Background: an optimization exercise with open tools, aiming at small area, a short achievable clock period and few clock cycles per item. Do not read the settings as production practice.
The RTL was checked by simulation tests, not by an equivalence proof against the original design.
No driver is modelled on the clock port, so clocking that relies on it looks cheaper here than on a real chip.
Power figures rest on the tool's default switching activity, not on a simulated workload.

--- flow/run.sh ---
#!/bin/bash
# The standard layout (standard.sh) with two changes to how it is made:
#  - port buffers are buf_1 cells instead of the default delay-cell buffers
#    (clkdlybuf4s50_1), which are larger and slower;
#  - after clock tree synthesis, the resizer sizes up (no buffering) the
#    cells of the slowest paths (size.tcl), then the standard flow goes on.
# The SDC, the clock tree and every other step are the standard flow's.
set -euo pipefail
export BUFFER_PORTS_ARGS="-buffer_cell sky130_fd_sc_hd__buf_1"
bash standard.sh cts > standard_cts.log 2>&1
openroad -no_init -exit flow/size.tcl > size.log 2>&1
bash standard.sh > standard_finish.log 2>&1
--- flow/size.tcl ---
# Size up the cells on the slowest paths after CTS (sizing and pin swaps
# only: no buffers, no cloning), then legalize and save the CTS result.
set res orfs/results/sky130hd/sleipnir_fr/base
set plat $::env(FLOW_HOME)/platforms/sky130hd
read_db $res/4_cts.odb
read_liberty $plat/lib/sky130_fd_sc_hd__tt_025C_1v80.lib
read_sdc $res/4_cts.sdc
source $plat/setRC.tcl
set_dont_use {sky130_fd_sc_hd__probe_p_8 sky130_fd_sc_hd__probec_p_8 sky130_fd_sc_hd__lpflow_*}
set_propagated_clock [all_clocks]
estimate_parasitics -placement
report_worst_slack -max
repair_timing -setup -setup_margin 14.55 -sequence "sizeup,swap" -skip_last_gasp -verbose
detailed_placement
check_placement
estimate_parasitics -placement
report_worst_slack -max
write_db $res/4_cts.odb
--- standard.sh ---
#!/bin/bash
# synth_recipe.tcl (not shown) runs the flow's synth.tcl, then flattens the netlist and writes it again
# the make line also repeats each setting of config.mk as NAME=value (left out here)
make -C /OpenROAD-flow-scripts/flow DESIGN_CONFIG=/design/flow/config.mk WORK_HOME=/design/flow/orfs CLKGATE_MAP_FILE= SYNTH_SCRIPT=/design/flow/synth_recipe.tcl "${@:-finish}"
--- config.mk ---
export PLATFORM = sky130hd
export DESIGN_NAME = sleipnir_fr
export DESIGN_NICKNAME = sleipnir_fr
export VERILOG_FILES = /design/flow/design.v
export SDC_FILE = /design/flow/constraint.sdc
export NUM_CORES = 4
export LEC_CHECK = 0
export CAP_MARGIN = 20
export CORE_MARGIN = 2
export CORE_UTILIZATION = 70
export CTS_BUF_LIST = sky130_fd_sc_hd__clkbuf_16
export CTS_CLUSTER_DIAMETER = 100
export CTS_CLUSTER_SIZE = 25
export PLACE_DENSITY = 0.85
export SETUP_SLACK_MARGIN = 1.5
export SLEW_MARGIN = 20
--- constraint.sdc ---
create_clock -name core_clock -period 20.0 [get_ports {clk}]
set_input_delay 4.0000 -clock core_clock [delete_from_list [all_inputs] [get_ports {clk}]]
set_output_delay 4.0000 -clock core_clock [all_outputs]
set_load 0.01 [all_outputs]
--- design.v ---
module sleipnir_fr (
    input  wire         clk,
    input  wire         rst,           
    input  wire         in_valid,
    input  wire [7:0]   in_data,
    output wire         in_ready,
    output reg          ev_valid,
    output reg  [2:0]   ev_code,
    output reg  [4:0]   ev_skip,
    output reg  [4:0]   ev_len,
    output wire [199:0] ev_payload
);
    reg [255:0] pbuf_n;
    wire [255:0] pbuf = ~pbuf_n;
    reg [24:0] mk_n;     
    reg [7:0] inq;       
    reg       inq_v;
    reg       rdy;       
    reg       hold;      
    reg [5:0] n;         
    reg [5:0] w;         
    reg [7:0] xr;        
    reg       last_a0;   
    reg       last_0d;   
    reg       pend;      
    reg       rpl;       
    reg [4:0] rp;        
    assign in_ready = rdy;
    integer k;
    reg [4:0] rp_nx;
    wire accept = in_valid & ~hold;
    reg       p2z, p2a0;
    reg [4:0] p3v;
    reg       p3a0, p3a1;
    reg  [7:0] rbyte;
    always @* begin
        rbyte = {8{rp == 5'd29}} & pbuf[8*29 +: 8] |
                {8{rp == 5'd30}} & pbuf[8*30 +: 8] |
                {8{rp == 5'd31}} & pbuf[8*31 +: 8];
        for (k = 0; k < 25; k = k + 1)
            rbyte = rbyte | ev_payload[8*k +: 8];
    end
    wire pre23 = p2a0 & p3a1;
    wire       full_dead = w[5];           
    wire       proc  = rpl ? ~ev_valid : (inq_v & ~full_dead);
    wire       start = ~rpl & inq_v & full_dead;
    wire [7:0] c     = rpl ? rbyte : inq;
    wire s_empty = (w == 6'd0);
    wire evict   = (n == 6'd32);           
    wire [5:0] n_inc = evict ? n : n + 6'd1;
    wire is_a1 = (c == 8'hA1);
    wire is_0a = (c == 8'h0A);
    wire new_pre = s_empty & last_a0 & (n != 6'd0) & is_a1;
    wire [4:0] m  = w[4:0] - 5'd6;
    wire w_ge6 = w[5] | w[4] | w[3] | (w[2] & w[1]);
    wire trl = w_ge6 & last_0d & is_0a & p2z & (m >= p3v);
    wire [7:0] x  = xr ^ 8'h0D;
    wire [7:0] p0 = pbuf[8*4 +: 8];
    reg  [2:0] code;
    always @* begin
        if (x != 8'd0)          code = 3'd0;
        else if (m == 5'd0)     code = 3'd1;
        else if (p0 == 8'h83)   code = 3'd2;
        else if (p0 == 8'h84)   code = 3'd3;
        else                    code = 3'd4;
    end
    reg [5:0] n_nx, w_nx;
    reg       rpl_nx, inq_v_nx;
    always @* begin
        n_nx = n;
        w_nx = w;
        rpl_nx = rpl;
        if (start) begin
            n_nx = 6'd3;         
            w_nx = pre23 ? 6'd2 : 6'd0;
            rpl_nx = 1'b1;
        end else if (proc) begin
            if (s_empty) begin
                n_nx = n_inc;
                if (new_pre) w_nx = 6'd2;
            end else if (trl) begin
                n_nx = 6'd0;
                w_nx = 6'd0;
            end else begin
                n_nx = n_inc;
                w_nx = w + 6'd1;
            end
            if (rpl && rp == 5'd31) rpl_nx = 1'b0;
        end
        inq_v_nx = (inq_v & ~(proc & ~rpl)) | accept;
        rp_nx = start ? 5'd4 : (proc & rpl) ? rp + 5'd1 : rp;
    end
    always @(posedge clk) begin
        if (rst) begin
            inq_v    <= 1'b0;
            rdy      <= 1'b1;
            hold     <= 1'b0;
            n        <= 6'd0;
            w        <= 6'd0;
            last_a0  <= 1'b0;
            pend     <= 1'b0;
            rpl      <= 1'b0;
            ev_valid <= 1'b0;
        end else begin
            n     <= n_nx;
            w     <= w_nx;
            rpl   <= rpl_nx;
            rp    <= rp_nx;
            inq_v <= inq_v_nx;
            rdy   <= ~(rpl_nx | (inq_v_nx & w_nx[5]));
            hold  <=   rpl_nx | (inq_v_nx & w_nx[5]);
            ev_valid <= 1'b0;
            if (start) begin
                last_a0 <= p3a0;
                last_0d <= 1'b0;
            end else if (proc) begin
                if (pend) begin
                    ev_valid <= 1'b1;
                    pend     <= 1'b0;
                end
                if (s_empty) begin
                    last_a0 <= (c == 8'hA0);
                    xr      <= 8'd0;
                    last_0d <= 1'b0;
                end else if (trl) begin
                    last_a0 <= 1'b0;
                    if (n >= 6'd7) ev_valid <= 1'b1;
                    else           pend     <= 1'b1;
                end else begin
                    last_0d <= (c == 8'h0D);
                    xr      <= (w < 6'd4) ? 8'd0 : (xr ^ c);
                end
            end
        end
        if (~hold) inq <= in_data;
    end
    always @(posedge clk) begin
        ev_code <= pend ? {2'b00, x == 8'd0} : code;
        ev_skip <= pend ? 5'd0 : evict ? ~w[4:0] : n[4:0] - w[4:0];
        ev_len  <= pend ? 5'd0 : m;
    end
    wire ev_now = proc & ~start & ((~s_empty & trl & (n >= 6'd7)) | pend);
    always @(posedge clk) begin
        for (k = 0; k < 25; k = k + 1)
            mk_n[k] <= ~(ev_now ? (~pend & (k < m)) : (rpl_nx & (rp_nx == k + 4)));
    end
    genvar j;
    generate
        for (j = 4; j < 32; j = j + 1) begin : g_buf
            always @(posedge clk)
                if (proc && w == j)
                    pbuf_n[8*j +: 8] <= ~c;
        end
    endgenerate
    always @(posedge clk) pbuf_n[31:0] <= 32'hFFFFFFFF;
    always @(posedge clk) begin
        if (proc && w == 6'd2) begin
            p2z  <= (c == 8'h00);
            p2a0 <= (c == 8'hA0);
        end
        if (proc && w == 6'd3) begin
            p3v  <= (c[7:5] == 3'd0) ? c[4:0] : 5'd31;
            p3a0 <= (c == 8'hA0);
            p3a1 <= (c == 8'hA1);
        end
    end
    generate
        for (j = 0; j < 25; j = j + 1) begin : g_pay
            assign ev_payload[8*j +: 8] = ~(pbuf_n[8*(j+4) +: 8] | {8{mk_n[j]}});
        end
    endgenerate
endmodule
==> results of run 1 <==
==> kinds of logic (layout without fill, tap and decap cells) <==
logic type | after synthesis | in the layout | share of synthesized area [%]
AO/OA/AOI/OAI | 105 | 105 | 6.404
XOR/XNOR | 18 | 18 | 1.201
adder cells (fa/ha/maj) | 26 | 26 | 2.535
buffers and inverters | 77 | 296 | 2.811
flip-flops | 312 | 312 | 67.02
multiplexers | 25 | 25 | 2.011
AND/OR/NAND/NOR | 499 | 499 | 18.02
==> cells in the mapped netlist (13+ instances only) <==
library cell	n	area, um^2
edfxtp_1	255	7657
nor3_1	15	75.07
inv_1	27	101.4
buf_2	19	95.09
nand4_1	16	100.1
ha_1	25	312.8
clkbuf_1	15	56.30
nor4_1	44	275.3
nor2_1	269	1010
nor2b_1	19	118.9
nand3_1	13	65.06
and2_1	16	100.1
o21ai_0	14	70.07
a21oi_1	26	130.1
dfxtp_1	57	1141
mux2i_1	14	140.1
nand2_1	60	225.2
==> per-layer routing <==
layer / track usage [%] / part of all wire [%] / routed length [um]
met1: 51.93 / 36 / 13560
met2: 62.52 / 48 / 18080
met3: 6.250 / 13 / 4776
met4: 14.89 / 4.3 / 1632
met5: 0 / 0 / 0
==> final cells by class <==
type,instances,area (um^2),area share [%]
Tap cell,234,292.8,1.999
Timing Repair Buffer,239,949.7,6.483
Clock buffer,17,425.4,2.904
Clock inverter,11,53.80,0.3673
Sequential cell,312,8800,60.07
Inverter,29,108.9,0.7431
Multi-Input combinational cell,673,4019,27.43
==> path summary, 6_finish.rpt <==
| kind | start | endpoint | cells after the start |
|---|---|---|---|
| worst max-delay path | mk_n[16] | ev_payload[133] | 2 |
| worst max register to register | rp[0] | mk_n[16] | 12 |
| worst min-delay path | last_a0 | last_a0 | 2 |
| worst min register to register | last_a0 | last_a0 | 2 |
==> state kept, by name, indices dropped and copies added, names as in the netlist <==
register,cells
p2z,1
ev_code,3
hold,1
rp,5
xr,8
pbuf_n,224
n,6
p3v,5
ev_valid,1
rpl,1
mk_n,25
last_0d,1
p3a1,1
p3a0,1
inq,8
ev_skip,5
ev_len,5
rdy,1
w,6
inq_v,1
pend,1
p2a0,1
last_a0,1
==> power breakdown <==
| part | switching, mW | internal, mW | leakage, nW |
|---|---|---|---|
| registers | 0.00266 | 0.704 | 2.77 |
| clock network | 0.196 | 0.157 | 0.270 |
| logic | 0.0234 | 0.00879 | 1.84 |
==> through the flow <==
stage / instance area [um^2] / util (%) / hold slack [ns] / setup slack [ns] / power (mW)
final: 14650 / 78.84 / 0.5124 / 14.51 / 1.091
after global routing: 14650 / 78.84 / 0.5148 / 14.51 / 1.115
after CTS: 14620 / 78.71 / 0.5064 / 14.48 / 1.091
after detailed placement: 14140 / 76.13 / 0.4926 / 14.57 / 0.7524
after global placement: 14140 / 76.13 / 0.4910 / 14.62 / 0.7514
after floorplan: 13130 / - / 0.4347 / 15.15 / 0.7391
==> tightest hold or removal path: stages, from the launching register on <==
cell	delay, ns
dfxtp_1	0.31
inv_1	0.08
a211oi_1	0.08
==> summary.txt, run 1 <==
gr usage total=38.07%; sequential share of the synthesized area=67.02%; H-tree lvl count=1; Routability Congestion=0.9774; Die Wd=141.0 um; startpoint types=register; setup bufs post-CTS=0; CTS Hold Bufs=0; fmax=182.0 MHz; MaxCap Viol Count=0; Mapped Nets=1099; root buffer cell=clkbuf_16; # resized after CTS=0; WL per Instance=25.11 um; RSZ-0062 raised after global routing=false; main flop type after synthesis=edfxtp_1; Initial Utilization=70.66%; Final Critical Period=5.493 ns; Final Hold Fails=0; worst reg-to-reg setup slack=15.24 ns; global-route wire length before repair=56070 um; most common cell after layout, fill and taps aside=nor2_1; vias in the first global route=9244; register bit total from synthesis=312; EDFF count, synth=255; antenna cells=0; fin nets=1308; synthesized area=0.01313 mm^2; Die H=141.0 um; Synth cell types=67; post-DP HPWL=27030 um; worst path required time=16.00 ns; WS Path Type=register to output pin; most frequent cells in the layout=nor2_1 (265), edfxtp_1 (255), buf_1 (225); Clock Path Buffers=3; Peak VDD IR=0.00009356 V; final critical-path share of the clock period=27.47%; Inserted Clock Buffers=16; io pins=226; Avg Cell Area, Syn=12.36 um^2; Lkg Pwr=4.886 nW; clock latency (worst-skew pair)=0.51 ns; Hold Path Class=register to register; largest net degree at the start of global routing=36; grt total ovfl=0; Rows=50; FFs w/ async S/R, synth=0%; core area=0.01858 mm^2; fin cells=1515; 1st-pass router iterations=5; power per cell area=74.48 mW/mm^2; DRC Markers=0; synthesis-to-finish area growth=11.58%; TritonCTS clock tree=done; die area=0.01987 mm^2; number of buffers added on ports=225; antenna violations before repair=0; max_slew headroom=36.44%; fraction of layout cells with a size suffix above 1=5.699%; initial drt markers=1266; crit-path cells=nor2_1, buf_1; filler instances=1105; Clock transition at path regs=0.10 ns; CP max stage cell=dfxtp_1; Slew Limit Fails=0; TNS Setup=0 ns; crit path max fanout=8; status=finished clean; Vias/cell=6.498; clock sinks=312; DR vias=9844; Post-Route WL=38050 um; Placed Cells=1487; worst clock skew=0.02396 ns; worst slew pin tran=0.9499 ns; CP top delay family=flip-flops; CP Capture Type=output pin; WP data arrival=1.49 ns; CP bufs+invs=1; Final ANT Viol Nets=0; warnings from Yosys=1; CP max stage delay=0.62 ns; Post-Syn Instances=1062; setup violators final=0
Testbench counts, summed over its fixed seeds: cycles 34,799, bytes 32,206.
==> run 2, diff against run 1 <==
==> design.v (replaced) <==
module sleipnir_fr (
    input  wire         clk,
    input  wire         rst,           
    input  wire         in_valid,
    input  wire [7:0]   in_data,
    output wire         in_ready,
    output reg          ev_valid,
    output reg  [2:0]   ev_code,
    output reg  [4:0]   ev_skip,
    output reg  [4:0]   ev_len,
    output wire [199:0] ev_payload
);
    reg [255:0] pbuf;
    reg [7:0] inq;       
    reg       inq_v;
    reg       rdy;
    reg [5:0] n;         
    reg [5:0] w;         
    reg [7:0] xr;        
    reg       last_a0;   
    reg       last_0d;   
    reg       pend;      
    reg       rpl;       
    reg [4:0] rp;        
    assign in_ready = rdy;
    wire accept = in_valid & rdy;
    wire [7:0] rbyte = pbuf[{rp, 3'b000} +: 8];
    wire       full_dead = (n == 6'd32) && (w == 6'd32);
    wire       proc  = rpl | (inq_v & ~full_dead);
    wire       start = ~rpl & inq_v & full_dead;
    wire [7:0] c     = rpl ? rbyte : inq;
    wire s_empty = (w == 6'd0);
    wire evict   = (n == 6'd32);           
    wire [5:0] n_inc = evict ? n : n + 6'd1;
    wire is_a1 = (c == 8'hA1);
    wire is_0a = (c == 8'h0A);
    wire new_pre = s_empty & last_a0 & (n != 6'd0) & is_a1;
    wire [7:0] lhi = pbuf[8*2 +: 8];
    wire [7:0] llo = pbuf[8*3 +: 8];
    wire [8:0] need = {1'b0, llo} + 9'd6;
    wire trl = ~s_empty & last_0d & is_0a & (lhi == 8'd0) & ({3'b000, w} >= need);
    wire [7:0] x  = xr ^ 8'h0D;
    wire [4:0] m  = w[4:0] - 5'd6;
    wire [7:0] p0 = pbuf[8*4 +: 8];
    reg  [2:0] code;
    always @* begin
        if (x != 8'd0)          code = 3'd0;
        else if (m == 5'd0)     code = 3'd1;
        else if (p0 == 8'h83)   code = 3'd2;
        else if (p0 == 8'h84)   code = 3'd3;
        else                    code = 3'd4;
    end
    reg [5:0] n_nx, w_nx;
    reg       rpl_nx, inq_v_nx;
    always @* begin
        n_nx = n;
        w_nx = w;
        rpl_nx = rpl;
        if (start) begin
            n_nx = 6'd1;         
            w_nx = 6'd0;
            rpl_nx = 1'b1;
        end else if (proc) begin
            if (s_empty) begin
                n_nx = n_inc;
                if (new_pre) w_nx = 6'd2;
            end else if (trl) begin
                n_nx = 6'd0;
                w_nx = 6'd0;
            end else begin
                n_nx = n_inc;
                w_nx = w + 6'd1;
            end
            if (rpl && rp == 5'd31) rpl_nx = 1'b0;
        end
        inq_v_nx = (inq_v & ~(proc & ~rpl)) | accept;
    end
    always @(posedge clk) begin
        if (rst) begin
            inq_v    <= 1'b0;
            rdy      <= 1'b1;
            n        <= 6'd0;
            w        <= 6'd0;
            last_a0  <= 1'b0;
            pend     <= 1'b0;
            rpl      <= 1'b0;
            ev_valid <= 1'b0;
        end else begin
            n     <= n_nx;
            w     <= w_nx;
            rpl   <= rpl_nx;
            inq_v <= inq_v_nx;
            rdy   <= ~(rpl_nx | (inq_v_nx & (n_nx == 6'd32) & (w_nx == 6'd32)));
            ev_valid <= 1'b0;
            if (start) begin
                last_a0 <= 1'b0;
                rp      <= 5'd2;
            end else if (proc) begin
                rp <= rp + 5'd1;
                if (pend) begin
                    ev_valid <= 1'b1;
                    pend     <= 1'b0;
                end
                if (s_empty) begin
                    last_a0 <= (c == 8'hA0);
                    xr      <= 8'd0;
                    last_0d <= 1'b0;
                end else if (trl) begin
                    last_a0 <= 1'b0;
                    ev_code <= code;
                    ev_skip <= n_inc[4:0] - w[4:0] - 5'd1;
                    ev_len  <= m;
                    if (n >= 6'd7) ev_valid <= 1'b1;
                    else           pend     <= 1'b1;
                end else begin
                    last_0d <= (c == 8'h0D);
                    xr      <= (w < 6'd4) ? 8'd0 : (xr ^ c);
                end
            end
        end
        if (accept) inq <= in_data;
    end
    genvar j;
    generate
        for (j = 2; j < 32; j = j + 1) begin : g_buf
            always @(posedge clk)
                if (proc && w == j)
                    pbuf[8*j +: 8] <= c;
        end
    endgenerate
    always @(posedge clk) pbuf[15:0] <= 16'd0;
    generate
        for (j = 0; j < 25; j = j + 1) begin : g_pay
            assign ev_payload[8*j +: 8] = (j < ev_len) ? pbuf[8*(j+4) +: 8] : 8'd0;
        end
    endgenerate
endmodule
==> run.sh (new file) <==
#!/bin/bash
# synth_recipe.tcl (not shown) runs the flow's synth.tcl, then flattens the netlist and writes it again
# the make line also repeats each setting of config.mk as NAME=value (left out here)
make -C /OpenROAD-flow-scripts/flow DESIGN_CONFIG=/design/flow/config.mk WORK_HOME=/design/flow/orfs CLKGATE_MAP_FILE= SYNTH_SCRIPT=/design/flow/synth_recipe.tcl finish
--- a/config.mk
+++ b/config.mk
@@ -9,7 +9,4 @@
 export CORE_MARGIN = 2
-export CORE_UTILIZATION = 70
-export CTS_BUF_LIST = sky130_fd_sc_hd__clkbuf_16
-export CTS_CLUSTER_DIAMETER = 100
-export CTS_CLUSTER_SIZE = 25
-export PLACE_DENSITY = 0.85
+export CORE_UTILIZATION = 25
+export PLACE_DENSITY = 0.38
 export SETUP_SLACK_MARGIN = 1.5
removed: flow/run.sh
removed: flow/size.tcl
removed: standard.sh
==> run 2 against run 1 <==
  * Worst hold slack got worse by 0.029 ns
  * Flip-flop and latch count decreased by 19
  * Clock power up 81%
  * Fmax shrank 25%
  * Synthesized cell count decreased by 3.9%
  * Die area grew to 2.9 times the previous value
  * First-iteration DRC count shrank 41%
  * Setup slack got worse by 1.8 ns
  * Largest cell class unchanged
  * Clock-buffer cell count increased by 33
==> summary.txt, run 2 <==
status=finished clean (unchanged); worst reg-to-reg setup slack=15.30 ns (was 15.24 ns); Post-Syn Instances=1021 (was 1062); fin nets=1293 (was 1308); 1st-pass router iterations=6 (was 5); warnings from Yosys=1 (unchanged); TritonCTS clock tree=done (unchanged); Die Wd=241.1 um (was 141.0 um); CTS Hold Bufs=0 (unchanged); Vias/cell=4.706 (was 6.498); largest net degree at the start of global routing=37 (was 36); filler instances=5574 (was 1105); fmax=136.3 MHz (was 182.0 MHz); met3 GRT Util=3.683% (was 6.250%); Final ANT Viol Nets=0 (unchanged); final core occ=33.13% (was 78.84%); DRC Markers=0 (unchanged); most common cell after layout, fill and taps aside=edfxtp_1 (was nor2_1); Largest regs=pbuf x240, inq x8, xr x8 (was pbuf_n x224, mk_n x25); WS Path Type=register to output pin (unchanged); area fraction of the dominant cell type after synthesis=58.75% (was 58.32%); antenna violations before repair=2 (was 0); initial drt markers=752 (was 1266); Initial Utilization=25.41% (was 70.66%); GR peak layer=met2 (unchanged); CP Capture Type=output pin (unchanged); largest register by flop count=pbuf (was pbuf_n); H-tree lvl count=2 (was 1); DR vias=9573 (was 9844); antenna cells=0 (unchanged); Post-synth top cells=edfxtp_1 (275), and2_1 (114), nor2b_1 (97) (was nor2_1 (269), edfxtp_1 (255), nand2_1 (60)); R2R depth=10 (was 12); Mapped Nets=1053 (was 1099); largest area contributor in the netlist=edfxtp_1 (unchanged); Clock Path Buffers=3 (unchanged); most frequent cells in the layout=edfxtp_1 (275), clkdlybuf4s50_1 (225), and2_1 (114) (was nor2_1 (265), edfxtp_1 (255), buf_1 (225)); # resized after CTS=0 (unchanged); Lkg Pwr=6.117 nW (was 4.886 nW); GR Util met1=25.35% (was 51.93%); fraction of layout cells with a size suffix above 1=12.67% (was 5.699%); WL per Instance=25.94 um (was 25.11 um); clock latency (worst-skew pair)=0.56 ns (was 0.51 ns); Area after DPL=0.01719 mm^2 (was 0.01414 mm^2); Hold Path Class=register to register (unchanged); gr usage total=18.03% (was 38.07%); Clock transition at path regs=0.06 ns (was 0.10 ns); Avg Cell Area, Syn=13.77 um^2 (was 12.36 um^2); main flop type after synthesis=edfxtp_1 (unchanged); Placed Cells=1969 (was 1487); global-route wire length before repair=73930 um (was 56070 um); TNS Setup=0 ns (unchanged); Global Route met2 Usage=27.86% (was 62.52%); setup violators final=0 (unchanged); synthesized area=0.01406 mm^2 (was 0.01313 mm^2); worst slew pin tran=1.121 ns (was 0.9499 ns); vias in the first global route=9825 (was 9244); Final Hold Fails=0 (unchanged); synthesis-to-finish area growth=30.35% (was 11.58%); crit path max fanout=31 (was 8); final critical-path share of the clock period=36.69% (was 27.47%); FFs w/ async S/R, synth=0% (unchanged); grt total ovfl=0 (unchanged); Inserted Clock Buffers=37 (was 16); sequential share of the synthesized area=61.31% (was 67.02%); Hold Path Stages=2 (unchanged); startpoint types=register (unchanged); worst clock skew=0.02341 ns (was 0.02396 ns); pre-CTS WS=12.84 ns (was 14.57 ns); final setup margin=12.66 ns (was 14.51 ns); fin cells=2034 (was 1515); Synth cell types=65 (was 67); Die H=241.1 um (was 141.0 um); cell with the most instances after synthesis=edfxtp_1 (was nor2_1); Pwr Total=1.359 mW (was 1.091 mW); RSZ-0062 raised after global routing=false (unchanged); Largest register FFs=240 (was 224); root buffer cell=clkbuf_16 (unchanged); setup bufs post-CTS=0 (unchanged); Final Cell Area=0.01832 mm^2 (was 0.01465 mm^2); most area-consuming cells after synthesis=edfxtp_1 (59%), and2_1 (5.1%), nor2b_1 (4.3%) (was edfxtp_1 (58%), dfxtp_1 (8.7%), nor2_1 (7.7%)); Final Critical Period=7.338 ns (was 5.493 ns); Rows=86 (was 50); register bit total from synthesis=293 (was 312); Post-Route WL=52770 um (was 38050 um); io pins=226 (unchanged); Routability Congestion=0.7960 (was 0.9774); worst path required time=16.00 ns (about the same); Peak VDD IR=0.00004497 V (was 0.00009356 V); clock sinks=293 (was 312); WP data arrival=3.34 ns (was 1.49 ns); Fin Hold WS=0.4836 ns (was 0.5124 ns); MaxCap Viol Count=0 (unchanged); EDFF count, synth=275 (was 255); number of buffers added on ports=225 (unchanged); power per cell area=74.15 mW/mm^2 (was 74.48 mW/mm^2); Slew Limit Fails=0 (unchanged); post-DP HPWL=37860 um (was 27030 um); max_slew headroom=24.62% (was 36.44%); core area=0.05531 mm^2 (was 0.01858 mm^2); die area=0.05814 mm^2 (was 0.01987 mm^2)
-- run 2: changes by cell type after synthesis, moves of 21 or more --
cell     before  now
mux4_2        0   24
mux2_2       11   40
and2_1       16  114
nor2_1      269   66
dfxtp_1      57   18
nor2b_1      19   97
nor4_1       44    9
nand2_1      60   39
-- run 2: worst paths after layout --
kind	to	startpoint
min reg2reg	last_a0	last_a0
min	last_a0	last_a0
max	ev_payload[4]	ev_len[4]
max reg2reg	ev_skip[2]	rp[0]
-- run 2: cell type report --
class                      instances  area [um^2]  area share [%]
timing repair buffer             250         2440           13.32
inverter                          21        78.83          0.4302
multi-input combinational        658         5126           27.98
sequential                       293         8618           47.04
tap                              748        935.9           5.108
clock buffer                      50        996.0           5.436
clock inverter                    14        127.6          0.6965
-- run 2: kinds of logic after synthesis --
group	Yosys count	share of synthesized area, %
compound gates	115	6.000
simple gates	400	16.08
flops	293	61.31
buf+inv	70	2.662
mux	98	10.53
xor+xnor	24	1.495
fa+ha+maj	21	1.923
-- run 2: power breakdown --
| part | total [mW] | internal [mW] | leakage [nW] | switching [mW] |
|---|---|---|---|---|
| sequential | 0.674 | 0.672 | 2.63 | 0.00184 |
| clock | 0.639 | 0.374 | 0.537 | 0.265 |
| combinational | 0.0451 | 0.0143 | 2.95 | 0.0308 |
-- run 2: critical path, cell delays in order (launching register included) --
cell	delay, ns
edfxtp_1	0.79
or2_2	0.63
nor3_1	0.72
nor2b_1	0.12
clkdlybuf4s50_1	0.51
-- run 2: metal layers --
layer,up-vias,share of wire [%]
li1,4294,-
met1,4837,46
met2,364,45
met3,76,6.2
met4,2,2.8
met5,-,0.021
Testbench counts of run 2, summed over its fixed seeds: cycles 34,888, bytes 32,206.

-- re-timing with driven ports --
The flow's constraints put no driver on any port. The routed layouts listed below were extracted and timed again, unchanged, in two steps.
Step 1, drivers: a clkbuf_16 drives clk and a buf_2 each remaining input, both assumed.
Step 2, shift: input delay + t, output delay - t, t = (earliest + latest rising clock arrival at the registers) / 2. This alone moves slack from input paths to output paths.
Slacks: ideal ports / drivers / drivers and shift; pairs: ideal ports / drivers.
| run | shift t [ns] | setup slack, ns | worst slew at a driven data input, ns |
|---|---|---|---|
| run 1 | 0.547 | 14.507 / 14.458 / 14.552 | 0.03 |
| run 2 | 0.596 | 12.662 / 12.610 / 13.206 | 0.07 |
After both steps setup and hold are still met in every run listed.
